This is an optimization exercise on Yosys and OpenROAD, whose aim is small area, a short achievable clock period and few clock cycles, not a production implementation.
Only simulation tests tie the RTL to the original design; equivalence was not proved.
No activity file was given, so power comes from the tool's default toggle rates.

--- design/flow/flow/run.sh ---
#!/bin/bash
# Own flow: the standard layout (standard synthesis, floorplan, placement,
# CTS, routing) run through standard.sh, with three changes to how the layout
# is made: a tighter setup-repair target, single-drive port buffers, and CTS
# with larger sink clusters and without dummy loads. The full make output goes
# to standard_flow.log; ORFS keeps each step's own log under orfs/logs/.
set -euo pipefail
SETUP_MARGIN=${SETUP_MARGIN:-5.3}
bash standard.sh \
  SETUP_SLACK_MARGIN=$SETUP_MARGIN \
  "BUFFER_PORTS_ARGS=-buffer_cell sky130_fd_sc_hd__buf_1" \
  "CTS_ARGS=-sink_clustering_enable -repair_clock_nets -dont_use_dummy_load -sink_clustering_size 20 -sink_clustering_max_diameter 80" \
  finish > standard_flow.log 2>&1
--- design/flow/config.mk ---
export PLATFORM = sky130hd
export DESIGN_NAME = sha256_core
export DESIGN_NICKNAME = sha256_core
export VERILOG_FILES = /design/flow/design.v
export SDC_FILE = /design/flow/constraint.sdc
export NUM_CORES = 4
export LEC_CHECK = 0
export CAP_MARGIN = 20
export CORE_MARGIN = 4
export CORE_UTILIZATION = 60
export SLEW_MARGIN = 20
--- design/flow/constraint.sdc ---
create_clock -name core_clock -period 10.0 [get_ports {clk}]
set_input_delay 2.0000 -clock core_clock [delete_from_list [all_inputs] [get_ports {clk}]]
set_output_delay 2.0000 -clock core_clock [all_outputs]
set_load 0.01 [all_outputs]
--- design/flow/standard.sh ---
#!/bin/bash
# synth_recipe.tcl (not shown) runs the flow's synth.tcl, then flattens the netlist and writes it again
# the make line also repeats each setting of config.mk as NAME=value (left out here)
make -C /OpenROAD-flow-scripts/flow DESIGN_CONFIG=/design/flow/config.mk WORK_HOME=/design/flow/orfs CLKGATE_MAP_FILE= SYNTH_SCRIPT=/design/flow/synth_recipe.tcl "${@:-finish}"
--- design/flow/design.v ---
module sha256_core (
    input  wire         clk,
    input  wire         rst,         
    input  wire         start,
    input  wire [13:0]  len,         
    output wire         ready,
    input  wire         in_valid,
    input  wire [31:0]  in_data,
    output wire         in_ready,
    output reg          done,
    output wire [255:0] digest
);
    reg [1:0]  ph;           
    reg        run, fin;     
    reg [5:0]  kt;           
    reg        cur_first;    
    reg        cur_last;     
    reg        nf;           
    reg [31:0] a, b, c, d, e, f, g, p;
    reg [31:0] kq;           
    reg [31:0] w [0:15];
    reg [31:0] ra [0:3];     
    reg [31:0] re [0:3];     
    reg        busy;         
    reg        loading;      
    reg        pend;         
    reg        pend_first, pend_last;
    reg [13:0] mlen;
    reg        bfirst;       
    reg        blast;        
    reg [12:0] hw_left;      
    reg        hw_nz, hw_one;
    reg [1:0]  rem;
    reg        p80;          
    reg [3:0]  j;            
    reg [3:0]  dsl;          
    reg [3:0]  sc;           
    integer i;
    reg [31:0] k1;
    always @(*) begin
        case (kt)
            6'd0:  k1 = 32'h71374491; 6'd1:  k1 = 32'hb5c0fbcf;
            6'd2:  k1 = 32'he9b5dba5; 6'd3:  k1 = 32'h3956c25b;
            6'd4:  k1 = 32'h59f111f1; 6'd5:  k1 = 32'h923f82a4;
            6'd6:  k1 = 32'hab1c5ed5; 6'd7:  k1 = 32'hd807aa98;
            6'd8:  k1 = 32'h12835b01; 6'd9:  k1 = 32'h243185be;
            6'd10: k1 = 32'h550c7dc3; 6'd11: k1 = 32'h72be5d74;
            6'd12: k1 = 32'h80deb1fe; 6'd13: k1 = 32'h9bdc06a7;
            6'd14: k1 = 32'hc19bf174; 6'd15: k1 = 32'he49b69c1;
            6'd16: k1 = 32'hefbe4786; 6'd17: k1 = 32'h0fc19dc6;
            6'd18: k1 = 32'h240ca1cc; 6'd19: k1 = 32'h2de92c6f;
            6'd20: k1 = 32'h4a7484aa; 6'd21: k1 = 32'h5cb0a9dc;
            6'd22: k1 = 32'h76f988da; 6'd23: k1 = 32'h983e5152;
            6'd24: k1 = 32'ha831c66d; 6'd25: k1 = 32'hb00327c8;
            6'd26: k1 = 32'hbf597fc7; 6'd27: k1 = 32'hc6e00bf3;
            6'd28: k1 = 32'hd5a79147; 6'd29: k1 = 32'h06ca6351;
            6'd30: k1 = 32'h14292967; 6'd31: k1 = 32'h27b70a85;
            6'd32: k1 = 32'h2e1b2138; 6'd33: k1 = 32'h4d2c6dfc;
            6'd34: k1 = 32'h53380d13; 6'd35: k1 = 32'h650a7354;
            6'd36: k1 = 32'h766a0abb; 6'd37: k1 = 32'h81c2c92e;
            6'd38: k1 = 32'h92722c85; 6'd39: k1 = 32'ha2bfe8a1;
            6'd40: k1 = 32'ha81a664b; 6'd41: k1 = 32'hc24b8b70;
            6'd42: k1 = 32'hc76c51a3; 6'd43: k1 = 32'hd192e819;
            6'd44: k1 = 32'hd6990624; 6'd45: k1 = 32'hf40e3585;
            6'd46: k1 = 32'h106aa070; 6'd47: k1 = 32'h19a4c116;
            6'd48: k1 = 32'h1e376c08; 6'd49: k1 = 32'h2748774c;
            6'd50: k1 = 32'h34b0bcb5; 6'd51: k1 = 32'h391c0cb3;
            6'd52: k1 = 32'h4ed8aa4a; 6'd53: k1 = 32'h5b9cca4f;
            6'd54: k1 = 32'h682e6ff3; 6'd55: k1 = 32'h748f82ee;
            6'd56: k1 = 32'h78a5636f; 6'd57: k1 = 32'h84c87814;
            6'd58: k1 = 32'h8cc70208; 6'd59: k1 = 32'h90befffa;
            6'd60: k1 = 32'ha4506ceb; 6'd61: k1 = 32'hbef9a3f7;
            6'd62: k1 = 32'hc67178f2; default: k1 = 32'h428a2f98;
        endcase
    end
    reg [31:0] iva, ive, ive_n;
    always @(*) begin
        case (ph)
            2'd0: begin iva = 32'ha54ff53a; ive = 32'h5be0cd19; ive_n = 32'h1f83d9ab; end
            2'd1: begin iva = 32'h3c6ef372; ive = 32'h1f83d9ab; ive_n = 32'h9b05688c; end
            2'd2: begin iva = 32'hbb67ae85; ive = 32'h9b05688c; ive_n = 32'h510e527f; end
            default: begin iva = 32'h6a09e667; ive = 32'h510e527f; ive_n = 32'h5be0cd19; end
        endcase
    end
    wire acc      = start && !busy;
    wire aligned  = (dsl == 4'd0);
    wire load_wr  = loading && aligned && (!hw_nz || in_valid);
    wire blk_done = load_wr && (j == 4'd15);
    wire ld_ok    = !run || (kt == 6'd0) || (kt >= 6'd52);
    wire ld_go    = (ph == 2'd3) && (busy || acc) && !loading && !pend && ld_ok;
    assign ready    = !busy;
    assign in_ready = loading && aligned && hw_nz;
    wire part = hw_one && (rem != 2'd0);
    reg [31:0] pmask, pconst;
    always @(*) begin
        pmask  = 32'h00000000;
        pconst = 32'h00000000;
        if (hw_nz) begin
            if (part) begin
                case (rem)
                    2'd1:    begin pmask = 32'hff000000; pconst = 32'h00800000; end
                    2'd2:    begin pmask = 32'hffff0000; pconst = 32'h00008000; end
                    default: begin pmask = 32'hffffff00; pconst = 32'h00000080; end
                endcase
            end else begin
                pmask = 32'hffffffff;
            end
        end else if (!p80) begin
            pconst = 32'h80000000;
        end else if ((j == 4'd15) && blast) begin
            pconst = {15'd0, mlen, 3'b000};
        end
    end
    wire [31:0] pw = (in_data & pmask) | pconst;
    wire eng_can = (fin && (ph == 2'd3)) || (!run && !fin);
    wire go      = eng_can && (sc == 4'd15) && (pend || blk_done);
    reg  fprep;   
    wire [31:0] S1  = {e[5:0], e[31:6]} ^ {e[10:0], e[31:11]} ^ {e[24:0], e[31:25]};
    wire [31:0] ch  = (e & f) ^ (~e & g);
    wire [31:0] S0  = {a[1:0], a[31:2]} ^ {a[12:0], a[31:13]} ^ {a[21:0], a[31:22]};
    wire [31:0] maj = (a & b) ^ (a & c) ^ (b & c);
    wire [31:0] t1s = p ^ S1 ^ ch;
    wire [31:0] t1c = {((p[30:0] & S1[30:0]) | (p[30:0] & ch[30:0]) | (S1[30:0] & ch[30:0])), 1'b0};
    wire [31:0] es  = t1s ^ t1c ^ d;
    wire [31:0] ec  = {((t1s[30:0] & t1c[30:0]) | (t1s[30:0] & d[30:0]) | (t1c[30:0] & d[30:0])), 1'b0};
    wire [31:0] u1s = t1s ^ t1c ^ S0;
    wire [31:0] u1c = {((t1s[30:0] & t1c[30:0]) | (t1s[30:0] & S0[30:0]) | (t1c[30:0] & S0[30:0])), 1'b0};
    wire [31:0] u2s = u1s ^ u1c ^ maj;
    wire [31:0] u2c = {((u1s[30:0] & u1c[30:0]) | (u1s[30:0] & maj[30:0]) | (u1c[30:0] & maj[30:0])), 1'b0};
    wire [31:0] e_new, a_new;
    add32_sk u_adde (.x(es), .y(ec), .s(e_new));
    add32_sk u_adda (.x(u2s), .y(u2c), .s(a_new));
    wire [31:0] s0w   = {w[1][6:0], w[1][31:7]} ^ {w[1][17:0], w[1][31:18]} ^ (w[1] >> 3);
    wire [31:0] s1w   = {w[14][16:0], w[14][31:17]} ^ {w[14][18:0], w[14][31:19]} ^ (w[14] >> 10);
    wire [31:0] wn1s, wn1c, wn2s, wn2c, w_new;
    csa32 u_wc1 (.x(s1w), .y(w[9]), .z(s0w), .s(wn1s), .c(wn1c));
    csa32 u_wc2 (.x(wn1s), .y(wn1c), .z(w[0]), .s(wn2s), .c(wn2c));
    add32_sk u_addw (.x(wn2s), .y(wn2c), .s(w_new));
    wire [31:0] hsel_e = cur_first ? ive_n : re[1];
    wire [31:0] pcs, pcc, p_sum;
    csa32 u_pc (.x(g), .y(fprep ? hsel_e : kq), .z(fprep ? 32'd0 : w[1]), .s(pcs), .c(pcc));
    add32_sk u_addp (.x(pcs), .y(pcc), .s(p_sum));
    wire [31:0] p_nxt  = (run || fin && (ph != 2'd3) || go) ? p_sum : g;
    wire [31:0] hsel_a = fin ? (cur_first ? iva : ra[0]) : 32'd0;
    wire [31:0] sum_a;
    add32_sk u_addf (.x(hsel_a), .y(d), .s(sum_a));
    assign digest = {ra[3], ra[2], ra[1], ra[0], re[3], re[2], re[1], re[0]};
    always @(posedge clk) begin
        a <= run ? a_new : (nf ? iva : sum_a);
        e <= run ? e_new : (nf ? ive : p);
        b <= a; c <= b; d <= c;
        f <= e; g <= f;
        p <= p_nxt;
        kq <= k1;
        for (i = 0; i < 15; i = i + 1)
            w[i] <= w[i+1];
        w[15] <= load_wr ? pw : (run ? w_new : w[0]);
        for (i = 0; i < 3; i = i + 1) begin
            ra[i] <= ra[i+1];
            re[i] <= re[i+1];
        end
        ra[3] <= fin ? sum_a : ra[0];
        re[3] <= fin ? p : re[0];
        if (acc) begin
            mlen    <= len;
            hw_left <= ({1'b0, len} + 15'd3) >> 2;
            hw_nz   <= (len != 14'd0);
            hw_one  <= (len != 14'd0) && (len <= 14'd4);
            rem     <= len[1:0];
            p80     <= 1'b0;
            bfirst  <= 1'b1;
        end else if (load_wr) begin
            if (hw_nz) begin
                hw_left <= hw_left - 13'd1;
                hw_nz   <= (hw_left != 13'd1);
                hw_one  <= (hw_left == 13'd2);
                if (part) p80 <= 1'b1;
            end else begin
                p80 <= 1'b1;
            end
            if (j == 4'd15)
                bfirst <= 1'b0;
        end
        if (blk_done) begin
            pend_first <= bfirst;
            pend_last  <= blast;
        end
        if (ld_go) begin
            j   <= 4'd0;
            dsl <= 4'd0;
            blast <= acc ? (len < 14'd56)
                         : ((hw_left <= 13'd13) || ((hw_left == 13'd14) && (rem != 2'd0)));
        end else if (loading) begin
            if (load_wr) j <= j + 4'd1;
            else         dsl <= dsl + 4'd1;
        end
        if (go) begin
            cur_first <= pend ? pend_first : bfirst;
            cur_last  <= pend ? pend_last  : blast;
        end
        if (rst) begin
            ph      <= 2'd0;
            sc      <= 4'd0;
            run     <= 1'b0;
            fin     <= 1'b0;
            kt      <= 6'd63;
            nf      <= 1'b1;
            done    <= 1'b0;
            fprep   <= 1'b0;
            busy    <= 1'b0;
            loading <= 1'b0;
            pend    <= 1'b0;
        end else begin
            ph   <= ph + 2'd1;
            sc   <= ld_go ? 4'd0 : sc + 4'd1;
            done <= fin && (ph == 2'd3) && cur_last;
            fprep <= (run && ((kt == 6'd63) || (kt == 6'd0))) || (fin && !ph[1]);
            if (go) begin
                run <= 1'b1;
                fin <= 1'b0;
                kt  <= 6'd1;
            end else if (run) begin
                kt <= kt + 6'd1;
                if (kt == 6'd0) begin
                    run <= 1'b0;
                    fin <= 1'b1;
                    nf  <= cur_last;
                    kt  <= 6'd63;
                end
            end else begin
                kt <= (sc == 4'd14) ? 6'd0 : 6'd63;
                if (fin && (ph == 2'd3))
                    fin <= 1'b0;
            end
            if (acc)
                busy <= 1'b1;
            else if (blk_done && blast)
                busy <= 1'b0;
            if (ld_go)
                loading <= 1'b1;
            else if (blk_done)
                loading <= 1'b0;
            if (blk_done && !go)
                pend <= 1'b1;
            else if (go)
                pend <= 1'b0;
        end
    end
endmodule
module csa32 (
    input  wire [31:0] x, y, z,
    output wire [31:0] s, c
);
    assign s = x ^ y ^ z;
    assign c = {(x[30:0] & y[30:0]) | (x[30:0] & z[30:0]) | (y[30:0] & z[30:0]), 1'b0};
endmodule
module add32_sk (
    input  wire [31:0] x,
    input  wire [31:0] y,
    output wire [31:0] s
);
    wire [31:0] p0 = x ^ y;
    wire [31:0] g0 = x & y;
    wire g_0_1 = g0[1] | (p0[1] & g0[0]);
    wire p_0_1 = p0[1] & p0[0];
    wire g_0_3 = g0[3] | (p0[3] & g0[2]);
    wire p_0_3 = p0[3] & p0[2];
    wire g_0_5 = g0[5] | (p0[5] & g0[4]);
    wire p_0_5 = p0[5] & p0[4];
    wire g_0_7 = g0[7] | (p0[7] & g0[6]);
    wire p_0_7 = p0[7] & p0[6];
    wire g_0_9 = g0[9] | (p0[9] & g0[8]);
    wire p_0_9 = p0[9] & p0[8];
    wire g_0_11 = g0[11] | (p0[11] & g0[10]);
    wire p_0_11 = p0[11] & p0[10];
    wire g_0_13 = g0[13] | (p0[13] & g0[12]);
    wire p_0_13 = p0[13] & p0[12];
    wire g_0_15 = g0[15] | (p0[15] & g0[14]);
    wire p_0_15 = p0[15] & p0[14];
    wire g_0_17 = g0[17] | (p0[17] & g0[16]);
    wire p_0_17 = p0[17] & p0[16];
    wire g_0_19 = g0[19] | (p0[19] & g0[18]);
    wire p_0_19 = p0[19] & p0[18];
    wire g_0_21 = g0[21] | (p0[21] & g0[20]);
    wire p_0_21 = p0[21] & p0[20];
    wire g_0_23 = g0[23] | (p0[23] & g0[22]);
    wire p_0_23 = p0[23] & p0[22];
    wire g_0_25 = g0[25] | (p0[25] & g0[24]);
    wire p_0_25 = p0[25] & p0[24];
    wire g_0_27 = g0[27] | (p0[27] & g0[26]);
    wire p_0_27 = p0[27] & p0[26];
    wire g_0_29 = g0[29] | (p0[29] & g0[28]);
    wire p_0_29 = p0[29] & p0[28];
    wire g_0_31 = g0[31] | (p0[31] & g0[30]);
    wire p_0_31 = p0[31] & p0[30];
    wire g_1_2 = g0[2] | (p0[2] & g_0_1);
    wire p_1_2 = p0[2] & p_0_1;
    wire g_1_3 = g_0_3 | (p_0_3 & g_0_1);
    wire p_1_3 = p_0_3 & p_0_1;
    wire g_1_6 = g0[6] | (p0[6] & g_0_5);
    wire p_1_6 = p0[6] & p_0_5;
    wire g_1_7 = g_0_7 | (p_0_7 & g_0_5);
    wire p_1_7 = p_0_7 & p_0_5;
    wire g_1_10 = g0[10] | (p0[10] & g_0_9);
    wire p_1_10 = p0[10] & p_0_9;
    wire g_1_11 = g_0_11 | (p_0_11 & g_0_9);
    wire p_1_11 = p_0_11 & p_0_9;
    wire g_1_14 = g0[14] | (p0[14] & g_0_13);
    wire p_1_14 = p0[14] & p_0_13;
    wire g_1_15 = g_0_15 | (p_0_15 & g_0_13);
    wire p_1_15 = p_0_15 & p_0_13;
    wire g_1_18 = g0[18] | (p0[18] & g_0_17);
    wire p_1_18 = p0[18] & p_0_17;
    wire g_1_19 = g_0_19 | (p_0_19 & g_0_17);
    wire p_1_19 = p_0_19 & p_0_17;
    wire g_1_22 = g0[22] | (p0[22] & g_0_21);
    wire p_1_22 = p0[22] & p_0_21;
    wire g_1_23 = g_0_23 | (p_0_23 & g_0_21);
    wire p_1_23 = p_0_23 & p_0_21;
    wire g_1_26 = g0[26] | (p0[26] & g_0_25);
    wire p_1_26 = p0[26] & p_0_25;
    wire g_1_27 = g_0_27 | (p_0_27 & g_0_25);
    wire p_1_27 = p_0_27 & p_0_25;
    wire g_1_30 = g0[30] | (p0[30] & g_0_29);
    wire p_1_30 = p0[30] & p_0_29;
    wire g_1_31 = g_0_31 | (p_0_31 & g_0_29);
    wire p_1_31 = p_0_31 & p_0_29;
    wire g_2_4 = g0[4] | (p0[4] & g_1_3);
    wire p_2_4 = p0[4] & p_1_3;
    wire g_2_5 = g_0_5 | (p_0_5 & g_1_3);
    wire p_2_5 = p_0_5 & p_1_3;
    wire g_2_6 = g_1_6 | (p_1_6 & g_1_3);
    wire p_2_6 = p_1_6 & p_1_3;
    wire g_2_7 = g_1_7 | (p_1_7 & g_1_3);
    wire p_2_7 = p_1_7 & p_1_3;
    wire g_2_12 = g0[12] | (p0[12] & g_1_11);
    wire p_2_12 = p0[12] & p_1_11;
    wire g_2_13 = g_0_13 | (p_0_13 & g_1_11);
    wire p_2_13 = p_0_13 & p_1_11;
    wire g_2_14 = g_1_14 | (p_1_14 & g_1_11);
    wire p_2_14 = p_1_14 & p_1_11;
    wire g_2_15 = g_1_15 | (p_1_15 & g_1_11);
    wire p_2_15 = p_1_15 & p_1_11;
    wire g_2_20 = g0[20] | (p0[20] & g_1_19);
    wire p_2_20 = p0[20] & p_1_19;
    wire g_2_21 = g_0_21 | (p_0_21 & g_1_19);
    wire p_2_21 = p_0_21 & p_1_19;
    wire g_2_22 = g_1_22 | (p_1_22 & g_1_19);
    wire p_2_22 = p_1_22 & p_1_19;
    wire g_2_23 = g_1_23 | (p_1_23 & g_1_19);
    wire p_2_23 = p_1_23 & p_1_19;
    wire g_2_28 = g0[28] | (p0[28] & g_1_27);
    wire p_2_28 = p0[28] & p_1_27;
    wire g_2_29 = g_0_29 | (p_0_29 & g_1_27);
    wire p_2_29 = p_0_29 & p_1_27;
    wire g_2_30 = g_1_30 | (p_1_30 & g_1_27);
    wire p_2_30 = p_1_30 & p_1_27;
    wire g_2_31 = g_1_31 | (p_1_31 & g_1_27);
    wire p_2_31 = p_1_31 & p_1_27;
    wire g_3_8 = g0[8] | (p0[8] & g_2_7);
    wire p_3_8 = p0[8] & p_2_7;
    wire g_3_9 = g_0_9 | (p_0_9 & g_2_7);
    wire p_3_9 = p_0_9 & p_2_7;
    wire g_3_10 = g_1_10 | (p_1_10 & g_2_7);
    wire p_3_10 = p_1_10 & p_2_7;
    wire g_3_11 = g_1_11 | (p_1_11 & g_2_7);
    wire p_3_11 = p_1_11 & p_2_7;
    wire g_3_12 = g_2_12 | (p_2_12 & g_2_7);
    wire p_3_12 = p_2_12 & p_2_7;
    wire g_3_13 = g_2_13 | (p_2_13 & g_2_7);
    wire p_3_13 = p_2_13 & p_2_7;
    wire g_3_14 = g_2_14 | (p_2_14 & g_2_7);
    wire p_3_14 = p_2_14 & p_2_7;
    wire g_3_15 = g_2_15 | (p_2_15 & g_2_7);
    wire p_3_15 = p_2_15 & p_2_7;
    wire g_3_24 = g0[24] | (p0[24] & g_2_23);
    wire p_3_24 = p0[24] & p_2_23;
    wire g_3_25 = g_0_25 | (p_0_25 & g_2_23);
    wire p_3_25 = p_0_25 & p_2_23;
    wire g_3_26 = g_1_26 | (p_1_26 & g_2_23);
    wire p_3_26 = p_1_26 & p_2_23;
    wire g_3_27 = g_1_27 | (p_1_27 & g_2_23);
    wire p_3_27 = p_1_27 & p_2_23;
    wire g_3_28 = g_2_28 | (p_2_28 & g_2_23);
    wire p_3_28 = p_2_28 & p_2_23;
    wire g_3_29 = g_2_29 | (p_2_29 & g_2_23);
    wire p_3_29 = p_2_29 & p_2_23;
    wire g_3_30 = g_2_30 | (p_2_30 & g_2_23);
    wire p_3_30 = p_2_30 & p_2_23;
    wire g_3_31 = g_2_31 | (p_2_31 & g_2_23);
    wire p_3_31 = p_2_31 & p_2_23;
    wire g_4_16 = g0[16] | (p0[16] & g_3_15);
    wire p_4_16 = p0[16] & p_3_15;
    wire g_4_17 = g_0_17 | (p_0_17 & g_3_15);
    wire p_4_17 = p_0_17 & p_3_15;
    wire g_4_18 = g_1_18 | (p_1_18 & g_3_15);
    wire p_4_18 = p_1_18 & p_3_15;
    wire g_4_19 = g_1_19 | (p_1_19 & g_3_15);
    wire p_4_19 = p_1_19 & p_3_15;
    wire g_4_20 = g_2_20 | (p_2_20 & g_3_15);
    wire p_4_20 = p_2_20 & p_3_15;
    wire g_4_21 = g_2_21 | (p_2_21 & g_3_15);
    wire p_4_21 = p_2_21 & p_3_15;
    wire g_4_22 = g_2_22 | (p_2_22 & g_3_15);
    wire p_4_22 = p_2_22 & p_3_15;
    wire g_4_23 = g_2_23 | (p_2_23 & g_3_15);
    wire p_4_23 = p_2_23 & p_3_15;
    wire g_4_24 = g_3_24 | (p_3_24 & g_3_15);
    wire p_4_24 = p_3_24 & p_3_15;
    wire g_4_25 = g_3_25 | (p_3_25 & g_3_15);
    wire p_4_25 = p_3_25 & p_3_15;
    wire g_4_26 = g_3_26 | (p_3_26 & g_3_15);
    wire p_4_26 = p_3_26 & p_3_15;
    wire g_4_27 = g_3_27 | (p_3_27 & g_3_15);
    wire p_4_27 = p_3_27 & p_3_15;
    wire g_4_28 = g_3_28 | (p_3_28 & g_3_15);
    wire p_4_28 = p_3_28 & p_3_15;
    wire g_4_29 = g_3_29 | (p_3_29 & g_3_15);
    wire p_4_29 = p_3_29 & p_3_15;
    wire g_4_30 = g_3_30 | (p_3_30 & g_3_15);
    wire p_4_30 = p_3_30 & p_3_15;
    wire g_4_31 = g_3_31 | (p_3_31 & g_3_15);
    wire p_4_31 = p_3_31 & p_3_15;
    wire [31:0] cy = {g_4_30, g_4_29, g_4_28, g_4_27, g_4_26, g_4_25, g_4_24, g_4_23, g_4_22, g_4_21, g_4_20, g_4_19, g_4_18, g_4_17, g_4_16, g_3_15, g_3_14, g_3_13, g_3_12, g_3_11, g_3_10, g_3_9, g_3_8, g_2_7, g_2_6, g_2_5, g_2_4, g_1_3, g_1_2, g_0_1, g0[0], 1'b0};
    assign s = p0 ^ cy;
endmodule
module add32_bk (
    input  wire [31:0] x,
    input  wire [31:0] y,
    output wire [31:0] s
);
    wire [31:0] p0 = x ^ y;
    wire [31:0] g0 = x & y;
    wire g_0_1 = g0[1] | (p0[1] & g0[0]);
    wire p_0_1 = p0[1] & p0[0];
    wire g_0_3 = g0[3] | (p0[3] & g0[2]);
    wire p_0_3 = p0[3] & p0[2];
    wire g_0_5 = g0[5] | (p0[5] & g0[4]);
    wire p_0_5 = p0[5] & p0[4];
    wire g_0_7 = g0[7] | (p0[7] & g0[6]);
    wire p_0_7 = p0[7] & p0[6];
    wire g_0_9 = g0[9] | (p0[9] & g0[8]);
    wire p_0_9 = p0[9] & p0[8];
    wire g_0_11 = g0[11] | (p0[11] & g0[10]);
    wire p_0_11 = p0[11] & p0[10];
    wire g_0_13 = g0[13] | (p0[13] & g0[12]);
    wire p_0_13 = p0[13] & p0[12];
    wire g_0_15 = g0[15] | (p0[15] & g0[14]);
    wire p_0_15 = p0[15] & p0[14];
    wire g_0_17 = g0[17] | (p0[17] & g0[16]);
    wire p_0_17 = p0[17] & p0[16];
    wire g_0_19 = g0[19] | (p0[19] & g0[18]);
    wire p_0_19 = p0[19] & p0[18];
    wire g_0_21 = g0[21] | (p0[21] & g0[20]);
    wire p_0_21 = p0[21] & p0[20];
    wire g_0_23 = g0[23] | (p0[23] & g0[22]);
    wire p_0_23 = p0[23] & p0[22];
    wire g_0_25 = g0[25] | (p0[25] & g0[24]);
    wire p_0_25 = p0[25] & p0[24];
    wire g_0_27 = g0[27] | (p0[27] & g0[26]);
    wire p_0_27 = p0[27] & p0[26];
    wire g_0_29 = g0[29] | (p0[29] & g0[28]);
    wire p_0_29 = p0[29] & p0[28];
    wire g_0_31 = g0[31] | (p0[31] & g0[30]);
    wire p_0_31 = p0[31] & p0[30];
    wire g_1_3 = g_0_3 | (p_0_3 & g_0_1);
    wire p_1_3 = p_0_3 & p_0_1;
    wire g_1_7 = g_0_7 | (p_0_7 & g_0_5);
    wire p_1_7 = p_0_7 & p_0_5;
    wire g_1_11 = g_0_11 | (p_0_11 & g_0_9);
    wire p_1_11 = p_0_11 & p_0_9;
    wire g_1_15 = g_0_15 | (p_0_15 & g_0_13);
    wire p_1_15 = p_0_15 & p_0_13;
    wire g_1_19 = g_0_19 | (p_0_19 & g_0_17);
    wire p_1_19 = p_0_19 & p_0_17;
    wire g_1_23 = g_0_23 | (p_0_23 & g_0_21);
    wire p_1_23 = p_0_23 & p_0_21;
    wire g_1_27 = g_0_27 | (p_0_27 & g_0_25);
    wire p_1_27 = p_0_27 & p_0_25;
    wire g_1_31 = g_0_31 | (p_0_31 & g_0_29);
    wire p_1_31 = p_0_31 & p_0_29;
    wire g_2_7 = g_1_7 | (p_1_7 & g_1_3);
    wire p_2_7 = p_1_7 & p_1_3;
    wire g_2_15 = g_1_15 | (p_1_15 & g_1_11);
    wire p_2_15 = p_1_15 & p_1_11;
    wire g_2_23 = g_1_23 | (p_1_23 & g_1_19);
    wire p_2_23 = p_1_23 & p_1_19;
    wire g_2_31 = g_1_31 | (p_1_31 & g_1_27);
    wire p_2_31 = p_1_31 & p_1_27;
    wire g_3_15 = g_2_15 | (p_2_15 & g_2_7);
    wire p_3_15 = p_2_15 & p_2_7;
    wire g_3_31 = g_2_31 | (p_2_31 & g_2_23);
    wire p_3_31 = p_2_31 & p_2_23;
    wire g_4_31 = g_3_31 | (p_3_31 & g_3_15);
    wire p_4_31 = p_3_31 & p_3_15;
    wire g_5_23 = g_2_23 | (p_2_23 & g_3_15);
    wire p_5_23 = p_2_23 & p_3_15;
    wire g_6_11 = g_1_11 | (p_1_11 & g_2_7);
    wire p_6_11 = p_1_11 & p_2_7;
    wire g_6_19 = g_1_19 | (p_1_19 & g_3_15);
    wire p_6_19 = p_1_19 & p_3_15;
    wire g_6_27 = g_1_27 | (p_1_27 & g_5_23);
    wire p_6_27 = p_1_27 & p_5_23;
    wire g_7_5 = g_0_5 | (p_0_5 & g_1_3);
    wire p_7_5 = p_0_5 & p_1_3;
    wire g_7_9 = g_0_9 | (p_0_9 & g_2_7);
    wire p_7_9 = p_0_9 & p_2_7;
    wire g_7_13 = g_0_13 | (p_0_13 & g_6_11);
    wire p_7_13 = p_0_13 & p_6_11;
    wire g_7_17 = g_0_17 | (p_0_17 & g_3_15);
    wire p_7_17 = p_0_17 & p_3_15;
    wire g_7_21 = g_0_21 | (p_0_21 & g_6_19);
    wire p_7_21 = p_0_21 & p_6_19;
    wire g_7_25 = g_0_25 | (p_0_25 & g_5_23);
    wire p_7_25 = p_0_25 & p_5_23;
    wire g_7_29 = g_0_29 | (p_0_29 & g_6_27);
    wire p_7_29 = p_0_29 & p_6_27;
    wire g_8_2 = g0[2] | (p0[2] & g_0_1);
    wire p_8_2 = p0[2] & p_0_1;
    wire g_8_4 = g0[4] | (p0[4] & g_1_3);
    wire p_8_4 = p0[4] & p_1_3;
    wire g_8_6 = g0[6] | (p0[6] & g_7_5);
    wire p_8_6 = p0[6] & p_7_5;
    wire g_8_8 = g0[8] | (p0[8] & g_2_7);
    wire p_8_8 = p0[8] & p_2_7;
    wire g_8_10 = g0[10] | (p0[10] & g_7_9);
    wire p_8_10 = p0[10] & p_7_9;
    wire g_8_12 = g0[12] | (p0[12] & g_6_11);
    wire p_8_12 = p0[12] & p_6_11;
    wire g_8_14 = g0[14] | (p0[14] & g_7_13);
    wire p_8_14 = p0[14] & p_7_13;
    wire g_8_16 = g0[16] | (p0[16] & g_3_15);
    wire p_8_16 = p0[16] & p_3_15;
    wire g_8_18 = g0[18] | (p0[18] & g_7_17);
    wire p_8_18 = p0[18] & p_7_17;
    wire g_8_20 = g0[20] | (p0[20] & g_6_19);
    wire p_8_20 = p0[20] & p_6_19;
    wire g_8_22 = g0[22] | (p0[22] & g_7_21);
    wire p_8_22 = p0[22] & p_7_21;
    wire g_8_24 = g0[24] | (p0[24] & g_5_23);
    wire p_8_24 = p0[24] & p_5_23;
    wire g_8_26 = g0[26] | (p0[26] & g_7_25);
    wire p_8_26 = p0[26] & p_7_25;
    wire g_8_28 = g0[28] | (p0[28] & g_6_27);
    wire p_8_28 = p0[28] & p_6_27;
    wire g_8_30 = g0[30] | (p0[30] & g_7_29);
    wire p_8_30 = p0[30] & p_7_29;
    wire [31:0] cy = {g_8_30, g_7_29, g_8_28, g_6_27, g_8_26, g_7_25, g_8_24, g_5_23, g_8_22, g_7_21, g_8_20, g_6_19, g_8_18, g_7_17, g_8_16, g_3_15, g_8_14, g_7_13, g_8_12, g_6_11, g_8_10, g_7_9, g_8_8, g_2_7, g_8_6, g_7_5, g_8_4, g_1_3, g_8_2, g_0_1, g0[0], 1'b0};
    assign s = p0 ^ cy;
endmodule
module add32_ks (
    input  wire [31:0] x,
    input  wire [31:0] y,
    output wire [31:0] s
);
    wire [31:0] p0 = x ^ y;
    wire [31:0] g0 = x & y;
    wire g_0_1 = g0[1] | (p0[1] & g0[0]);
    wire p_0_1 = p0[1] & p0[0];
    wire g_0_2 = g0[2] | (p0[2] & g0[1]);
    wire p_0_2 = p0[2] & p0[1];
    wire g_0_3 = g0[3] | (p0[3] & g0[2]);
    wire p_0_3 = p0[3] & p0[2];
    wire g_0_4 = g0[4] | (p0[4] & g0[3]);
    wire p_0_4 = p0[4] & p0[3];
    wire g_0_5 = g0[5] | (p0[5] & g0[4]);
    wire p_0_5 = p0[5] & p0[4];
    wire g_0_6 = g0[6] | (p0[6] & g0[5]);
    wire p_0_6 = p0[6] & p0[5];
    wire g_0_7 = g0[7] | (p0[7] & g0[6]);
    wire p_0_7 = p0[7] & p0[6];
    wire g_0_8 = g0[8] | (p0[8] & g0[7]);
    wire p_0_8 = p0[8] & p0[7];
    wire g_0_9 = g0[9] | (p0[9] & g0[8]);
    wire p_0_9 = p0[9] & p0[8];
    wire g_0_10 = g0[10] | (p0[10] & g0[9]);
    wire p_0_10 = p0[10] & p0[9];
    wire g_0_11 = g0[11] | (p0[11] & g0[10]);
    wire p_0_11 = p0[11] & p0[10];
    wire g_0_12 = g0[12] | (p0[12] & g0[11]);
    wire p_0_12 = p0[12] & p0[11];
    wire g_0_13 = g0[13] | (p0[13] & g0[12]);
    wire p_0_13 = p0[13] & p0[12];
    wire g_0_14 = g0[14] | (p0[14] & g0[13]);
    wire p_0_14 = p0[14] & p0[13];
    wire g_0_15 = g0[15] | (p0[15] & g0[14]);
    wire p_0_15 = p0[15] & p0[14];
    wire g_0_16 = g0[16] | (p0[16] & g0[15]);
    wire p_0_16 = p0[16] & p0[15];
    wire g_0_17 = g0[17] | (p0[17] & g0[16]);
    wire p_0_17 = p0[17] & p0[16];
    wire g_0_18 = g0[18] | (p0[18] & g0[17]);
    wire p_0_18 = p0[18] & p0[17];
    wire g_0_19 = g0[19] | (p0[19] & g0[18]);
    wire p_0_19 = p0[19] & p0[18];
    wire g_0_20 = g0[20] | (p0[20] & g0[19]);
    wire p_0_20 = p0[20] & p0[19];
    wire g_0_21 = g0[21] | (p0[21] & g0[20]);
    wire p_0_21 = p0[21] & p0[20];
    wire g_0_22 = g0[22] | (p0[22] & g0[21]);
    wire p_0_22 = p0[22] & p0[21];
    wire g_0_23 = g0[23] | (p0[23] & g0[22]);
    wire p_0_23 = p0[23] & p0[22];
    wire g_0_24 = g0[24] | (p0[24] & g0[23]);
    wire p_0_24 = p0[24] & p0[23];
    wire g_0_25 = g0[25] | (p0[25] & g0[24]);
    wire p_0_25 = p0[25] & p0[24];
    wire g_0_26 = g0[26] | (p0[26] & g0[25]);
    wire p_0_26 = p0[26] & p0[25];
    wire g_0_27 = g0[27] | (p0[27] & g0[26]);
    wire p_0_27 = p0[27] & p0[26];
    wire g_0_28 = g0[28] | (p0[28] & g0[27]);
    wire p_0_28 = p0[28] & p0[27];
    wire g_0_29 = g0[29] | (p0[29] & g0[28]);
    wire p_0_29 = p0[29] & p0[28];
    wire g_0_30 = g0[30] | (p0[30] & g0[29]);
    wire p_0_30 = p0[30] & p0[29];
    wire g_0_31 = g0[31] | (p0[31] & g0[30]);
    wire p_0_31 = p0[31] & p0[30];
    wire g_1_2 = g_0_2 | (p_0_2 & g0[0]);
    wire p_1_2 = p_0_2 & p0[0];
    wire g_1_3 = g_0_3 | (p_0_3 & g_0_1);
    wire p_1_3 = p_0_3 & p_0_1;
    wire g_1_4 = g_0_4 | (p_0_4 & g_0_2);
    wire p_1_4 = p_0_4 & p_0_2;
    wire g_1_5 = g_0_5 | (p_0_5 & g_0_3);
    wire p_1_5 = p_0_5 & p_0_3;
    wire g_1_6 = g_0_6 | (p_0_6 & g_0_4);
    wire p_1_6 = p_0_6 & p_0_4;
    wire g_1_7 = g_0_7 | (p_0_7 & g_0_5);
    wire p_1_7 = p_0_7 & p_0_5;
    wire g_1_8 = g_0_8 | (p_0_8 & g_0_6);
    wire p_1_8 = p_0_8 & p_0_6;
    wire g_1_9 = g_0_9 | (p_0_9 & g_0_7);
    wire p_1_9 = p_0_9 & p_0_7;
    wire g_1_10 = g_0_10 | (p_0_10 & g_0_8);
    wire p_1_10 = p_0_10 & p_0_8;
    wire g_1_11 = g_0_11 | (p_0_11 & g_0_9);
    wire p_1_11 = p_0_11 & p_0_9;
    wire g_1_12 = g_0_12 | (p_0_12 & g_0_10);
    wire p_1_12 = p_0_12 & p_0_10;
    wire g_1_13 = g_0_13 | (p_0_13 & g_0_11);
    wire p_1_13 = p_0_13 & p_0_11;
    wire g_1_14 = g_0_14 | (p_0_14 & g_0_12);
    wire p_1_14 = p_0_14 & p_0_12;
    wire g_1_15 = g_0_15 | (p_0_15 & g_0_13);
    wire p_1_15 = p_0_15 & p_0_13;
    wire g_1_16 = g_0_16 | (p_0_16 & g_0_14);
    wire p_1_16 = p_0_16 & p_0_14;
    wire g_1_17 = g_0_17 | (p_0_17 & g_0_15);
    wire p_1_17 = p_0_17 & p_0_15;
    wire g_1_18 = g_0_18 | (p_0_18 & g_0_16);
    wire p_1_18 = p_0_18 & p_0_16;
    wire g_1_19 = g_0_19 | (p_0_19 & g_0_17);
    wire p_1_19 = p_0_19 & p_0_17;
    wire g_1_20 = g_0_20 | (p_0_20 & g_0_18);
    wire p_1_20 = p_0_20 & p_0_18;
    wire g_1_21 = g_0_21 | (p_0_21 & g_0_19);
    wire p_1_21 = p_0_21 & p_0_19;
    wire g_1_22 = g_0_22 | (p_0_22 & g_0_20);
    wire p_1_22 = p_0_22 & p_0_20;
    wire g_1_23 = g_0_23 | (p_0_23 & g_0_21);
    wire p_1_23 = p_0_23 & p_0_21;
    wire g_1_24 = g_0_24 | (p_0_24 & g_0_22);
    wire p_1_24 = p_0_24 & p_0_22;
    wire g_1_25 = g_0_25 | (p_0_25 & g_0_23);
    wire p_1_25 = p_0_25 & p_0_23;
    wire g_1_26 = g_0_26 | (p_0_26 & g_0_24);
    wire p_1_26 = p_0_26 & p_0_24;
    wire g_1_27 = g_0_27 | (p_0_27 & g_0_25);
    wire p_1_27 = p_0_27 & p_0_25;
    wire g_1_28 = g_0_28 | (p_0_28 & g_0_26);
    wire p_1_28 = p_0_28 & p_0_26;
    wire g_1_29 = g_0_29 | (p_0_29 & g_0_27);
    wire p_1_29 = p_0_29 & p_0_27;
    wire g_1_30 = g_0_30 | (p_0_30 & g_0_28);
    wire p_1_30 = p_0_30 & p_0_28;
    wire g_1_31 = g_0_31 | (p_0_31 & g_0_29);
    wire p_1_31 = p_0_31 & p_0_29;
    wire g_2_4 = g_1_4 | (p_1_4 & g0[0]);
    wire p_2_4 = p_1_4 & p0[0];
    wire g_2_5 = g_1_5 | (p_1_5 & g_0_1);
    wire p_2_5 = p_1_5 & p_0_1;
    wire g_2_6 = g_1_6 | (p_1_6 & g_1_2);
    wire p_2_6 = p_1_6 & p_1_2;
    wire g_2_7 = g_1_7 | (p_1_7 & g_1_3);
    wire p_2_7 = p_1_7 & p_1_3;
    wire g_2_8 = g_1_8 | (p_1_8 & g_1_4);
    wire p_2_8 = p_1_8 & p_1_4;
    wire g_2_9 = g_1_9 | (p_1_9 & g_1_5);
    wire p_2_9 = p_1_9 & p_1_5;
    wire g_2_10 = g_1_10 | (p_1_10 & g_1_6);
    wire p_2_10 = p_1_10 & p_1_6;
    wire g_2_11 = g_1_11 | (p_1_11 & g_1_7);
    wire p_2_11 = p_1_11 & p_1_7;
    wire g_2_12 = g_1_12 | (p_1_12 & g_1_8);
    wire p_2_12 = p_1_12 & p_1_8;
    wire g_2_13 = g_1_13 | (p_1_13 & g_1_9);
    wire p_2_13 = p_1_13 & p_1_9;
    wire g_2_14 = g_1_14 | (p_1_14 & g_1_10);
    wire p_2_14 = p_1_14 & p_1_10;
    wire g_2_15 = g_1_15 | (p_1_15 & g_1_11);
    wire p_2_15 = p_1_15 & p_1_11;
    wire g_2_16 = g_1_16 | (p_1_16 & g_1_12);
    wire p_2_16 = p_1_16 & p_1_12;
    wire g_2_17 = g_1_17 | (p_1_17 & g_1_13);
    wire p_2_17 = p_1_17 & p_1_13;
    wire g_2_18 = g_1_18 | (p_1_18 & g_1_14);
    wire p_2_18 = p_1_18 & p_1_14;
    wire g_2_19 = g_1_19 | (p_1_19 & g_1_15);
    wire p_2_19 = p_1_19 & p_1_15;
    wire g_2_20 = g_1_20 | (p_1_20 & g_1_16);
    wire p_2_20 = p_1_20 & p_1_16;
    wire g_2_21 = g_1_21 | (p_1_21 & g_1_17);
    wire p_2_21 = p_1_21 & p_1_17;
    wire g_2_22 = g_1_22 | (p_1_22 & g_1_18);
    wire p_2_22 = p_1_22 & p_1_18;
    wire g_2_23 = g_1_23 | (p_1_23 & g_1_19);
    wire p_2_23 = p_1_23 & p_1_19;
    wire g_2_24 = g_1_24 | (p_1_24 & g_1_20);
    wire p_2_24 = p_1_24 & p_1_20;
    wire g_2_25 = g_1_25 | (p_1_25 & g_1_21);
    wire p_2_25 = p_1_25 & p_1_21;
    wire g_2_26 = g_1_26 | (p_1_26 & g_1_22);
    wire p_2_26 = p_1_26 & p_1_22;
    wire g_2_27 = g_1_27 | (p_1_27 & g_1_23);
    wire p_2_27 = p_1_27 & p_1_23;
    wire g_2_28 = g_1_28 | (p_1_28 & g_1_24);
    wire p_2_28 = p_1_28 & p_1_24;
    wire g_2_29 = g_1_29 | (p_1_29 & g_1_25);
    wire p_2_29 = p_1_29 & p_1_25;
    wire g_2_30 = g_1_30 | (p_1_30 & g_1_26);
    wire p_2_30 = p_1_30 & p_1_26;
    wire g_2_31 = g_1_31 | (p_1_31 & g_1_27);
    wire p_2_31 = p_1_31 & p_1_27;
    wire g_3_8 = g_2_8 | (p_2_8 & g0[0]);
    wire p_3_8 = p_2_8 & p0[0];
    wire g_3_9 = g_2_9 | (p_2_9 & g_0_1);
    wire p_3_9 = p_2_9 & p_0_1;
    wire g_3_10 = g_2_10 | (p_2_10 & g_1_2);
    wire p_3_10 = p_2_10 & p_1_2;
    wire g_3_11 = g_2_11 | (p_2_11 & g_1_3);
    wire p_3_11 = p_2_11 & p_1_3;
    wire g_3_12 = g_2_12 | (p_2_12 & g_2_4);
    wire p_3_12 = p_2_12 & p_2_4;
    wire g_3_13 = g_2_13 | (p_2_13 & g_2_5);
    wire p_3_13 = p_2_13 & p_2_5;
    wire g_3_14 = g_2_14 | (p_2_14 & g_2_6);
    wire p_3_14 = p_2_14 & p_2_6;
    wire g_3_15 = g_2_15 | (p_2_15 & g_2_7);
    wire p_3_15 = p_2_15 & p_2_7;
    wire g_3_16 = g_2_16 | (p_2_16 & g_2_8);
    wire p_3_16 = p_2_16 & p_2_8;
    wire g_3_17 = g_2_17 | (p_2_17 & g_2_9);
    wire p_3_17 = p_2_17 & p_2_9;
    wire g_3_18 = g_2_18 | (p_2_18 & g_2_10);
    wire p_3_18 = p_2_18 & p_2_10;
    wire g_3_19 = g_2_19 | (p_2_19 & g_2_11);
    wire p_3_19 = p_2_19 & p_2_11;
    wire g_3_20 = g_2_20 | (p_2_20 & g_2_12);
    wire p_3_20 = p_2_20 & p_2_12;
    wire g_3_21 = g_2_21 | (p_2_21 & g_2_13);
    wire p_3_21 = p_2_21 & p_2_13;
    wire g_3_22 = g_2_22 | (p_2_22 & g_2_14);
    wire p_3_22 = p_2_22 & p_2_14;
    wire g_3_23 = g_2_23 | (p_2_23 & g_2_15);
    wire p_3_23 = p_2_23 & p_2_15;
    wire g_3_24 = g_2_24 | (p_2_24 & g_2_16);
    wire p_3_24 = p_2_24 & p_2_16;
    wire g_3_25 = g_2_25 | (p_2_25 & g_2_17);
    wire p_3_25 = p_2_25 & p_2_17;
    wire g_3_26 = g_2_26 | (p_2_26 & g_2_18);
    wire p_3_26 = p_2_26 & p_2_18;
    wire g_3_27 = g_2_27 | (p_2_27 & g_2_19);
    wire p_3_27 = p_2_27 & p_2_19;
    wire g_3_28 = g_2_28 | (p_2_28 & g_2_20);
    wire p_3_28 = p_2_28 & p_2_20;
    wire g_3_29 = g_2_29 | (p_2_29 & g_2_21);
    wire p_3_29 = p_2_29 & p_2_21;
    wire g_3_30 = g_2_30 | (p_2_30 & g_2_22);
    wire p_3_30 = p_2_30 & p_2_22;
    wire g_3_31 = g_2_31 | (p_2_31 & g_2_23);
    wire p_3_31 = p_2_31 & p_2_23;
    wire g_4_16 = g_3_16 | (p_3_16 & g0[0]);
    wire p_4_16 = p_3_16 & p0[0];
    wire g_4_17 = g_3_17 | (p_3_17 & g_0_1);
    wire p_4_17 = p_3_17 & p_0_1;
    wire g_4_18 = g_3_18 | (p_3_18 & g_1_2);
    wire p_4_18 = p_3_18 & p_1_2;
    wire g_4_19 = g_3_19 | (p_3_19 & g_1_3);
    wire p_4_19 = p_3_19 & p_1_3;
    wire g_4_20 = g_3_20 | (p_3_20 & g_2_4);
    wire p_4_20 = p_3_20 & p_2_4;
    wire g_4_21 = g_3_21 | (p_3_21 & g_2_5);
    wire p_4_21 = p_3_21 & p_2_5;
    wire g_4_22 = g_3_22 | (p_3_22 & g_2_6);
    wire p_4_22 = p_3_22 & p_2_6;
    wire g_4_23 = g_3_23 | (p_3_23 & g_2_7);
    wire p_4_23 = p_3_23 & p_2_7;
    wire g_4_24 = g_3_24 | (p_3_24 & g_3_8);
    wire p_4_24 = p_3_24 & p_3_8;
    wire g_4_25 = g_3_25 | (p_3_25 & g_3_9);
    wire p_4_25 = p_3_25 & p_3_9;
    wire g_4_26 = g_3_26 | (p_3_26 & g_3_10);
    wire p_4_26 = p_3_26 & p_3_10;
    wire g_4_27 = g_3_27 | (p_3_27 & g_3_11);
    wire p_4_27 = p_3_27 & p_3_11;
    wire g_4_28 = g_3_28 | (p_3_28 & g_3_12);
    wire p_4_28 = p_3_28 & p_3_12;
    wire g_4_29 = g_3_29 | (p_3_29 & g_3_13);
    wire p_4_29 = p_3_29 & p_3_13;
    wire g_4_30 = g_3_30 | (p_3_30 & g_3_14);
    wire p_4_30 = p_3_30 & p_3_14;
    wire g_4_31 = g_3_31 | (p_3_31 & g_3_15);
    wire p_4_31 = p_3_31 & p_3_15;
    wire [31:0] cy = {g_4_30, g_4_29, g_4_28, g_4_27, g_4_26, g_4_25, g_4_24, g_4_23, g_4_22, g_4_21, g_4_20, g_4_19, g_4_18, g_4_17, g_4_16, g_3_15, g_3_14, g_3_13, g_3_12, g_3_11, g_3_10, g_3_9, g_3_8, g_2_7, g_2_6, g_2_5, g_2_4, g_1_3, g_1_2, g_0_1, g0[0], 1'b0};
    assign s = p0 ^ cy;
endmodule
==> results of run 1 <==
-- report_power, final --
part | switching [uW] | total (uW) | leakage [uW] | internal (uW)
logic | 2410 | 4330 | 0.0103 | 1920
registers | 247 | 4960 | 0.00919 | 4710
clock network | 1390 | 2620 | 0.000850 | 1230
-- state kept, by name, indices dropped and copies added (netlist names), 6 cells and up --
| signal | flops |
|---|---|
| hw_left | 13 |
| b | 32 |
| c | 32 |
| ra | 128 |
| d | 32 |
| kq | 32 |
| re | 128 |
| a | 32 |
| mlen | 14 |
| kt | 6 |
| e | 32 |
| w | 512 |
| g | 32 |
| f | 32 |
| p | 32 |
-- kinds of logic after synthesis --
logic type | after synthesis | synth area share (%)
XOR/XNOR | 426 | 8.29
multiplexers | 129 | 3.13
adder cells (fa/ha/maj) | 431 | 15.6
AO/OA/AOI/OAI | 817 | 11.4
buffers and inverters | 398 | 3.33
flip-flops | 1120 | 50.6
AND/OR/NAND/NOR | 745 | 7.65
-- per-stage QoR --
step | hold WS [ns] | power, uW | std cells | utilization, %
6_report | 0.280 | 11900 | 5296 | 66.1
4_1_cts | 0.293 | 11800 | 5291 | 65.7
3_3_place_gp | 0.309 | 9090 | 5222 | 63.3
5_1_grt | 0.294 | 12700 | 5293 | 66.1
3_5_place_dp | 0.312 | 9150 | 5222 | 63.3
2_1_floorplan | 0.310 | 8210 | 4066 | -
-- layer usage --
| layer | global-route usage [%] | vias up | part of all wire [%] |
|---|---|---|---|
| met3 | 5.73 | 287 | 8.6 |
| met1 | 47.7 | 14700 | 44 |
| met5 | 0 | - | 0 |
| met4 | 11.4 | 0 | 4.2 |
| li1 | - | 14200 | - |
| met2 | 48.9 | 1404 | 43 |
-- cells in the mapped netlist, drive strengths merged (19+ instances only) --
cell type	count	area [sq um]
dfxtp	1086	21700
xnor2	274	2400
inv	246	923
nand2	242	908
a21oi	230	1150
o21ai	230	1160
fa	220	4400
nor2	206	776
ha	193	2410
xor2	152	1330
clkbuf	115	432
a21o	71	533
nand3	65	325
mux2i	64	641
mux2	62	702
nor3	58	290
nor2b	49	307
buf	36	141
a31oi	35	225
edfxtp	34	1020
nand2b	32	200
a211oi	27	203
o211ai	24	194
a22oi	22	165
a221oi	19	166
o21a	19	143
o311ai	19	184
-- area by class of cell --
type,count,area share [%]
flip-flops and latches,1120,46.4
repair buffers,340,2.89
inverters,247,1.89
well taps,969,2.47
clock buffers,69,3.51
diodes,3,0.0153
multi-input cells,2548,42.8
-- worst min-delay path by stage --
stage                  start        to  slack [ns]
finish              w[5][15]  w[4][15]        0.28
global route        w[12][5]  w[11][5]        0.29
CTS                 w[10][3]   w[9][3]        0.29
detailed placement  w[11][5]  w[10][5]        0.31
global placement    w[10][6]   w[9][6]        0.31
floorplan           w[11][0]  w[10][0]        0.31
-- timing repair --
action,CTS,global route
gates resized for setup,20,89
pin swaps,0,8
setup buffers,0,2
setup endpoints to repair,21,41
==> flow_summary_export.csv, run 1 <==
group,metric,value,unit
floorplan,start_util,60.5,%
drt,drt-initial-drc-count,3056,
setup_path,r2r-start,"e[31]",
setup_path,crit_slowest_cell,"dfxtp_1",
placed_design,pre_cts_ws,5.05,ns
setup_path,r2r_cells,16,
timing,timing.final.ws_setup,5.51,ns
drt,wl,131000,um
setup_path,crit_start,"e[31]",
setup_path,crit_end,"a[31]",
layout,layout-drive-gt1-share,6.54,%
floorplan,core.rowCount,100,
layout,fin_area,49200,sq um
power_and_ir_drop,p_leak,0.0204,uW
synth,syn_inst,4066,
clock_network,clk_path_buf_depth,3,
timing,worstMarginPinSlew,1.14,ns
global_route,grt_pass1_vias,29300,
timing,skew,0.0953,ns
synth,yosys_warnings,7,
clock_network,cts-root-buf,"clkbuf_16",
hold_path,hp-class,"register to register",
synth,ys_seq_elements,1120,
clock_network,cts_tree,"yes",
placed_design,dp.final_hpwl,100000,um
global_route,antenna_found_initial,4,
synth,synth_ff_type,"dfxtp_1",
global_route,grt_max_degree,90,
placed_design,routabilityCongestion,0.989,
timing,setup_viol,0,
synth,synth_edf_count,34,
synth,async_reset_ff_share,0,%
floorplan,die-area,79400,sq um
layout,nFillCells,5873,
hold_path,hold_depth,0,
floorplan,core_region_area,74300,sq um
layout,seqCellArea,22800,sq um
clock_network,path_clk_slew,0.09,ns
setup_path,crit_cells,16,
drt,wl_per_cell,24.7,um
clock_network,cts_max_level,3,
clock_network,cts_buffers,69,
setup_path,start_kind,"register",
layout,final_net_count,4789,
synth,seq_area_frac_synth,50.6,%
timing,setup-tns-final,0,ns
timing,max_slew_margin,23.7,%
setup_path,crit_family,"adder cells",
setup_path,required,10.53,ns
placed_design,place_area,47000,sq um
setup_path,path_class,"register to register",
setup_path,crit_fanout,5,
floorplan,chipHeight,282,um
timing,rsz0062_at_grt,"true",
drt,viasPerCell,5.77,
setup_path,critical_path.most_common_cell,"fa_1",
setup_path,reg2reg_to,"a[31]",
global_route,gr-total-overflow,0,
timing,min_period_over_period,44.9,%
layout,final_common_cell,"dfxtp_1",
floorplan,pin_count,309,
synth,syn_nets,4529,
setup_path,cp.buffers_inverters,1,
power_and_ir_drop,ir_drop,0.000151,V
setup_path,max_stage_delay,0.56,ns
drt,first_pass_iters,6,
synth,postSynthAreaPerCell,11.1,sq um
layout,multiInputGateArea,21000,sq um
timing,hold_violations,0,
placed_design,portBuffers,308,
layout,areaGrowthSynthToFinish,9.26,%
clock_network,worstSkewPairLatency,0.65,ns
global_route,grt_pass1_wl,191000,um
synth,synth_cell_type_count,81,
setup_path,crit_chain,"xor2_1 > xnor2_1 > fa_1 > fa_1 > fa_1 > inv_1 > ha_1 > a21oi_1 > nand2_1 > a221oi_1 > o21ai_0 > o2111ai_1 > nand4b_1 > a21oi_2 > xnor2_1 > a221oi_1",
setup_path,end_kind,"register",
layout,final_cell_mix,"1046 x dfxtp_1, 308 x buf_1, 266 x xnor2_1",
clock_network,hold_buffers,0,
drt,num_vias,30600,
timing,fin_crit,4.49,ns
global_route,grt_use_total,32.5,%
drt,drc,0,
clock_network,clock_sinks,1120,
setup_path,r2r_setup_slack,5.51,ns
synth,synthesis.area,45000,sq um
flow_run,drv_cap,0,
timing,drv_slew,0,
timing,fmax,223,MHz
outcome,status,"complete, no violations",
power_and_ir_drop,cellPowerDensity,242,nW/um^2
setup_path,critPathArrivalTime,5.02,ns
drt,antenna_left,0,
floorplan,die_w,282,um
Testbench counts, summed over its fixed seeds: cycles 53,064.
==> run 2: changes to the inputs <==
--- a/design/flow/flow/run.sh
+++ b/design/flow/flow/run.sh
@@ -5,7 +5,7 @@
 # with larger sink clusters and without dummy loads. The full make output goes
 # to standard_flow.log; ORFS keeps each step's own log under orfs/logs/.
 set -euo pipefail
-SETUP_MARGIN=${SETUP_MARGIN:-5.3}
+SETUP_MARGIN=${SETUP_MARGIN:-5.5}
 bash standard.sh \
   SETUP_SLACK_MARGIN=$SETUP_MARGIN \
   "BUFFER_PORTS_ARGS=-buffer_cell sky130_fd_sc_hd__buf_1" \
==> flow_summary_export.csv, run 2 <==
group,metric,value,unit
outcome,status,"complete, no violations",
hold_path,hp-class,"register to register",
setup_path,r2r_cells,16,
synth,yosysMostFrequentCell,"dfxtp_1",
timing,fmax,226,MHz
global_route,grt_pass1_vias,29300,
power_and_ir_drop,p_leak,0.0205,uW
synth,synthesis.area,45000,sq um
layout,final_net_count,4803,
drt,drc,0,
layout,nFillCells,5812,
drt,viasPerCell,5.78,
setup_path,crit_family,"adder cells",
setup_path,critPathArrivalTime,4.95,ns
floorplan,chipHeight,282,um
drt,num_vias,30700,
drt,wl_per_cell,24.8,um
synth,syn_nets,4529,
clock_network,cts_buffers,69,
hold_path,hold_end,"w[9][3]",
timing,setup-tns-final,0,ns
timing,worst_hold_slack,0.282,ns
global_route,antenna_found_initial,4,
synth,syn_inst,4066,
flow_run,drv_cap,0,
clock_network,hold_buffers,0,
synth,yosys.area.top_type,"dfxtp_1",
setup_path,crit_start,"e[14]",
layout,final_common_cell,"dfxtp_1",
layout,top_register,"w",
synth,postSynthAreaPerCell,11.1,sq um
synth,synth_edf_count,34,
synth,synth_ff_type,"dfxtp_1",
synth,async_reset_ff_share,0,%
global_route,grt_pass1_wl,191000,um
layout,multiInputGateArea,21300,sq um
timing,fin_crit,4.42,ns
power_and_ir_drop,ir_drop,0.000152,V
placed_design,pre_cts_ws,5.05,ns
global_route,gr-total-overflow,0,
setup_path,start_kind,"register",
setup_path,crit_fanout,5,
layout,top_regs,"w x512, ra x128, re x128",
floorplan,die-area,79400,sq um
timing,hold_violations,0,
layout,areaGrowthSynthToFinish,10.2,%
hold_path,worstHoldStart,"w[10][3]",
timing,skew,0.0929,ns
layout,layout-drive-gt1-share,8.28,%
floorplan,start_util,60.5,%
synth,yosys_warnings,7,
placed_design,routabilityCongestion,0.989,
placed_design,dp.final_hpwl,100000,um
clock_network,cts-root-buf,"clkbuf_16",
setup_path,crit_chain,"xor2_1 > xnor2_1 > fa_1 > fa_1 > fa_1 > inv_1 > ha_1 > o211ai_1 > nor3_2 > nand3_2 > a211oi_2 > o2111ai_1 > nand4b_1 > a21oi_2 > xnor2_1 > a221oi_1",
timing,timing.final.ws_setup,5.58,ns
setup_path,max_stage_delay,0.51,ns
synth,synth_cell_type_count,81,
drt,antenna_left,0,
floorplan,die_w,282,um
timing,max_slew_margin,25.6,%
drt,drt-initial-drc-count,3034,
clock_network,cts_tree,"yes",
synth,synthTopCellsByArea,"dfxtp_1 48%, fa_1 9.8%, ha_1 5.4%",
setup_path,r2r-start,"e[14]",
drt,wl,131000,um
global_route,grt_max_degree,90,
drt,first_pass_iters,6,
setup_path,r2r_setup_slack,5.58,ns
clock_network,clk_path_buf_depth,3,
setup_path,required,10.52,ns
timing,drv_slew,0,
timing,rsz0062_at_grt,"true",
setup_path,critical_path.most_common_cell,"fa_1",
setup_path,cp.buffers_inverters,1,
layout,final_cell_mix,"1022 x dfxtp_1, 308 x buf_1, 261 x xnor2_1",
power_and_ir_drop,cellPowerDensity,245,nW/um^2
setup_path,reg2reg_to,"a[31]",
setup_path,path_class,"register to register",
setup_path,crit_slowest_cell,"fa_1",
power_and_ir_drop,finalPower,12100,uW
synth,yosysTopAreaCellShare,48.3,%
timing,setup_viol,0,
synth,ys_seq_elements,1120,
layout,seqCellArea,22900,sq um
clock_network,worstSkewPairLatency,0.65,ns
hold_path,hold_depth,0,
layout,largest_reg_flops,512,
placed_design,portBuffers,308,
global_route,grt_use_total,32.6,%
floorplan,core.rowCount,100,
clock_network,path_clk_slew,0.08,ns
timing,worstMarginPinSlew,1.11,ns
setup_path,end_kind,"register",
floorplan,pin_count,309,
synth,seq_area_frac_synth,50.6,%
timing,min_period_over_period,44.2,%
clock_network,clock_sinks,1120,
clock_network,cts_max_level,3,
synth,synth_commonest_cells,"1086 x dfxtp_1, 274 x xnor2_1, 242 x inv_1, 242 x nand2_1, 229 x a21oi_1",
floorplan,core_region_area,74300,sq um
==> run 2: cell count changes in the layout (fill, tap and decap cells not counted), moves of 7 or more <==
| cell | delta |
|---|---|
| dfxtp_1 | -24 |
| dfxtp_4 | +15 |
| buf_4 | +12 |
| dfxtp_2 | +9 |
| fa_1 | -9 |
| fa_2 | +9 |
| o21ai_0 | -7 |
==> run 2: logic make-up after synthesis <==
kind of cell / after synthesis / share of synthesized area (%)
simple gates: 745 / 7.65
fa+ha+maj: 431 / 15.6
xor+xnor: 426 / 8.29
mux: 129 / 3.13
flops: 1120 / 50.6
buf+inv: 398 / 3.33
compound gates: 817 / 11.4
==> run 2: layer usage <==
| metal | part of all wire, % | vias to the layer above | GRT usage [%] |
|---|---|---|---|
| li1 | - | 14300 | - |
| met1 | 44 | 14800 | 47.6 |
| met2 | 43 | 1407 | 49.0 |
| met3 | 9.2 | 281 | 5.99 |
| met4 | 4.3 | 0 | 11.5 |
| met5 | 0 | - | 0 |
==> run 2: final cells by class <==
class	instances	share of cell area, %
flip-flops and latches	1120	46.2
multi-input cells	2548	42.9
clock buffers	69	3.48
repair buffers	354	3.12
well taps	969	2.45
inverters	247	1.87
diodes	3	0.0151
==> run 2: power breakdown <==
part / internal, uW / switching, uW / leakage [uW]
Clock: 1230 / 1390 / 0.000850
Sequential: 4710 / 250 / 0.00920
Combinational: 2070 / 2490 / 0.0105
Total: 8000 / 4130 / 0.0205
==> run 2: what timing repair did <==
item                       in CTS  in global routing
setup endpoints to repair      43                 62
buffers inserted                1                 14
cloned                          0                  1
pin swaps                       4                 30
resized for setup              69                126
==> run 2: worst register-to-register path: stages (launching register included) <==
cell       delay [ns]
dfxtp_2          0.44
xor2_1           0.25
xnor2_1          0.17
fa_1             0.51
fa_1             0.50
fa_1             0.50
inv_1            0.06
ha_1             0.27
o211ai_1         0.10
nor3_2           0.28
nand3_2          0.19
a211oi_2         0.33
o2111ai_1        0.14
nand4b_1         0.18
a21oi_2          0.08
xnor2_1          0.12
a221oi_1         0.24
==> run 2: worst max path at each step <==
stage	endpoint	slack, ns	cells after the start
6_report	a[31]	5.58	16
5_1_grt	a[26]	5.42	17
4_1_cts	p[31]	5.45	19
3_5_place_dp	p[31]	5.05	18
3_3_place_gp	p[31]	5.10	19
2_1_floorplan	a[8]	5.67	15
==> run 2: stage by stage <==
step           cell area, sq um  std cells  utilization (%)
2_1_floorplan             45000       4066                -
3_5_place_dp              47000       5222             63.3
4_1_cts                   49000       5292             65.9
3_3_place_gp              47000       5222             63.3
5_1_grt                   49600       5307             66.7
6_report                  49600       5310             66.7
==> run 3: changes to the inputs <==
--- a/design/flow/config.mk
+++ b/design/flow/config.mk
@@ -7,5 +7,6 @@
 export LEC_CHECK = 0
 export CAP_MARGIN = 20
 export CORE_MARGIN = 4
-export CORE_UTILIZATION = 60
+export CORE_UTILIZATION = 65
+export PLACE_DENSITY = 0.68
 export SLEW_MARGIN = 20
==> flow_summary_export.csv, run 3 <==
group,metric,value,unit
clock_network,clock_sinks,1120,
placed_design,routabilityCongestion,1.05,
floorplan,start_util,65.6,%
global_route,grt_pass1_wl,197000,um
clock_network,cts_max_level,3,
timing,drv_slew,0,
global_route,grt_use_total,35.9,%
power_and_ir_drop,clkPwrFrac,20.8,%
clock_network,worstSkewPairLatency,0.65,ns
outcome,status,"complete, no violations",
timing,max_slew_margin,23.0,%
layout,antenna_cells,0,
setup_path,reg2reg_to,"a[8]",
setup_path,r2r-start,"e[14]",
layout,final_util,72.8,%
synth,syn_inst,4066,
layout,areaGrowthSynthToFinish,11.0,%
setup_path,r2r_cells,16,
clock_network,path_clk_slew,0.09,ns
floorplan,chipHeight,271,um
placed_design,place_area,47000,sq um
setup_path,required,10.52,ns
layout,final_cell_mix,"1028 x dfxtp_1, 308 x buf_1, 255 x xnor2_1",
clock_network,clk_path_buf_depth,3,
drt,wl_per_cell,25.9,um
drt,wl,137000,um
timing,hold_violations,0,
timing,skew,0.0821,ns
layout,largest_reg_flops,512,
setup_path,path_class,"register to register",
flow_run,drv_cap,0,
setup_path,max_stage_delay,0.66,ns
setup_path,crit_end,"a[8]",
hold_path,hp-class,"register to register",
synth,async_reset_ff_share,0,%
placed_design,dp.final_hpwl,101000,um
setup_path,crit_family,"adder cells",
synth,synthXorXnorAreaFrac,8.29,%
clock_network,cts-root-buf,"clkbuf_16",
setup_path,r2r_setup_slack,5.46,ns
global_route,grt_pass1_vias,30800,
timing,setup-tns-final,0,ns
synth,postSynthAreaPerCell,11.1,sq um
power_and_ir_drop,p_sw,4450,uW
layout,top_regs,"w x512, ra x128, re x128",
timing,worst_hold_slack,0.286,ns
layout,layout-drive-gt1-share,9.36,%
synth,syn_nets,4529,
clock_network,hold_buffers,0,
synth,synth-simple-area-share,7.65,%
drt,viasPerCell,6.01,
power_and_ir_drop,p_int,8170,uW
drt,drt-initial-drc-count,3705,
floorplan,die-area,73500,sq um
placed_design,portBuffers,308,
synth,synth_top_family_by_area,"adder cells",
power_and_ir_drop,p_comb_share,39.9,%
setup_path,crit_start,"e[14]",
floorplan,core.rowCount,96,
layout,fin_area,49900,sq um
power_and_ir_drop,cellPowerDensity,253,nW/um^2
setup_path,cp.buffers_inverters,1,
timing,min_period_over_period,45.4,%
power_and_ir_drop,ir_drop,0.000193,V
floorplan,pin_count,309,
timing,fin_crit,4.54,ns
setup_path,crit_chain,"xor2_2 > xnor2_2 > fa_2 > xnor2_2 > xnor2_1 > fa_1 > inv_1 > ha_1 > o21ai_2 > o21bai_1 > a21oi_2 > nor2b_1 > o21ai_1 > nand2b_1 > fa_1 > a221o_1",
synth,synth_edf_count,34,
synth,ys_seq_elements,1120,
timing,rsz0062_at_grt,"true",
synth,synthAdderAreaFrac,15.6,%
run 3: cell types whose count changed in the layout (fill, tap and decap cells not counted), sizes merged:
| cell | previous run | this run |
|---|---|---|
| buf | 353 | 372 |
| diode | 3 | 0 |
| clkinv | 2 | 0 |
| inv | 245 | 247 |
| clkbuf | 70 | 71 |
run 3: routing by layer:
layer  GRT usage [%]  vias to the layer above  routed length [um]
li1                -                    14300                   -
met1            50.2                    15300               55200
met2            54.8                     1814               59600
met3            7.36                      379               14700
met4            15.4                        4                7310
met5               0                        -                  28
run 3: worst register-to-register path, delay by kind of cell, from the launching register on:
| kind | cells | cell delay (ns) |
|---|---|---|
| AOI/OAI and AO/OA | 5 | 1.11 |
| xor gates and xnor gates | 4 | 0.70 |
| adders and majority gates | 4 | 1.99 |
| buffers and inverters | 1 | 0.04 |
| DFF | 1 | 0.42 |
| and+or+nand+nor | 2 | 0.20 |
run 3: power by group through the flow:
stage | logic (uW) | registers (uW) | clock network (uW)
3_3_place_gp | 4080 | 5030 | 0
2_1_floorplan | 3260 | 4940 | 0
4_1_cts | 4350 | 4950 | 2640
3_5_place_dp | 4160 | 5040 | 0
5_1_grt | 5510 | 4980 | 2790
6_report | 5040 | 4960 | 2620
run 3: metrics by stage:
stage | total power [uW] | setup WS [ns] | instances
final | 12600 | 5.46 | 5289
after floorplan | 8210 | 5.67 | 4066
after detailed placement | 9210 | 4.73 | 5181
after CTS | 11900 | 5.47 | 5250
after global routing | 13300 | 5.30 | 5289
after global placement | 9110 | 4.81 | 5181
run 3: how the worst min path moves through the flow:
stage	from	slack [ns]	cells after the start	to
2_1_floorplan	w[11][0]	0.31	0	w[10][0]
3_3_place_gp	w[15][21]	0.31	0	w[14][21]
3_5_place_dp	w[15][14]	0.31	0	w[14][14]
4_1_cts	w[10][14]	0.28	0	w[9][14]
5_1_grt	w[15][21]	0.29	0	w[14][21]
6_report	w[10][14]	0.29	0	w[9][14]
run 3: kinds of logic (layout without fill, tap and decap cells):
kind of cell	after synthesis	count (layout)
flip-flops	1120	1120
AO/OA/AOI/OAI	817	817
AND/OR/NAND/NOR	745	745
XOR/XNOR	426	426
multiplexers	129	129
adder cells (fa/ha/maj)	431	431
buffers and inverters	398	690
run 3: final cells by class:
class | count | area [sq um] | area share (%)
clock buffers | 68 | 1700 | 3.41
inverters | 247 | 930 | 1.86
multi-input cells | 2548 | 21500 | 43.0
flip-flops and latches | 1120 | 22900 | 45.8
well taps | 931 | 1160 | 2.33
repair buffers | 375 | 1750 | 3.51
run 3: repair_timing:
action                                  in CTS  in global routing
pin swaps                                    9                 48
resized for setup                           81                162
buffers inserted                             1                 36
endpoints found under the setup margin      75                 57
gates cloned                                 0                  3

Re-timed with assumed drivers on the ports (clkbuf_16 on the clock, buf_2 on other inputs), run 3 has 5.463 ns of setup slack against 5.463 ns with ideal ports, and 5.342 ns once port delays also move by the mid clock arrival of 0.678 ns.
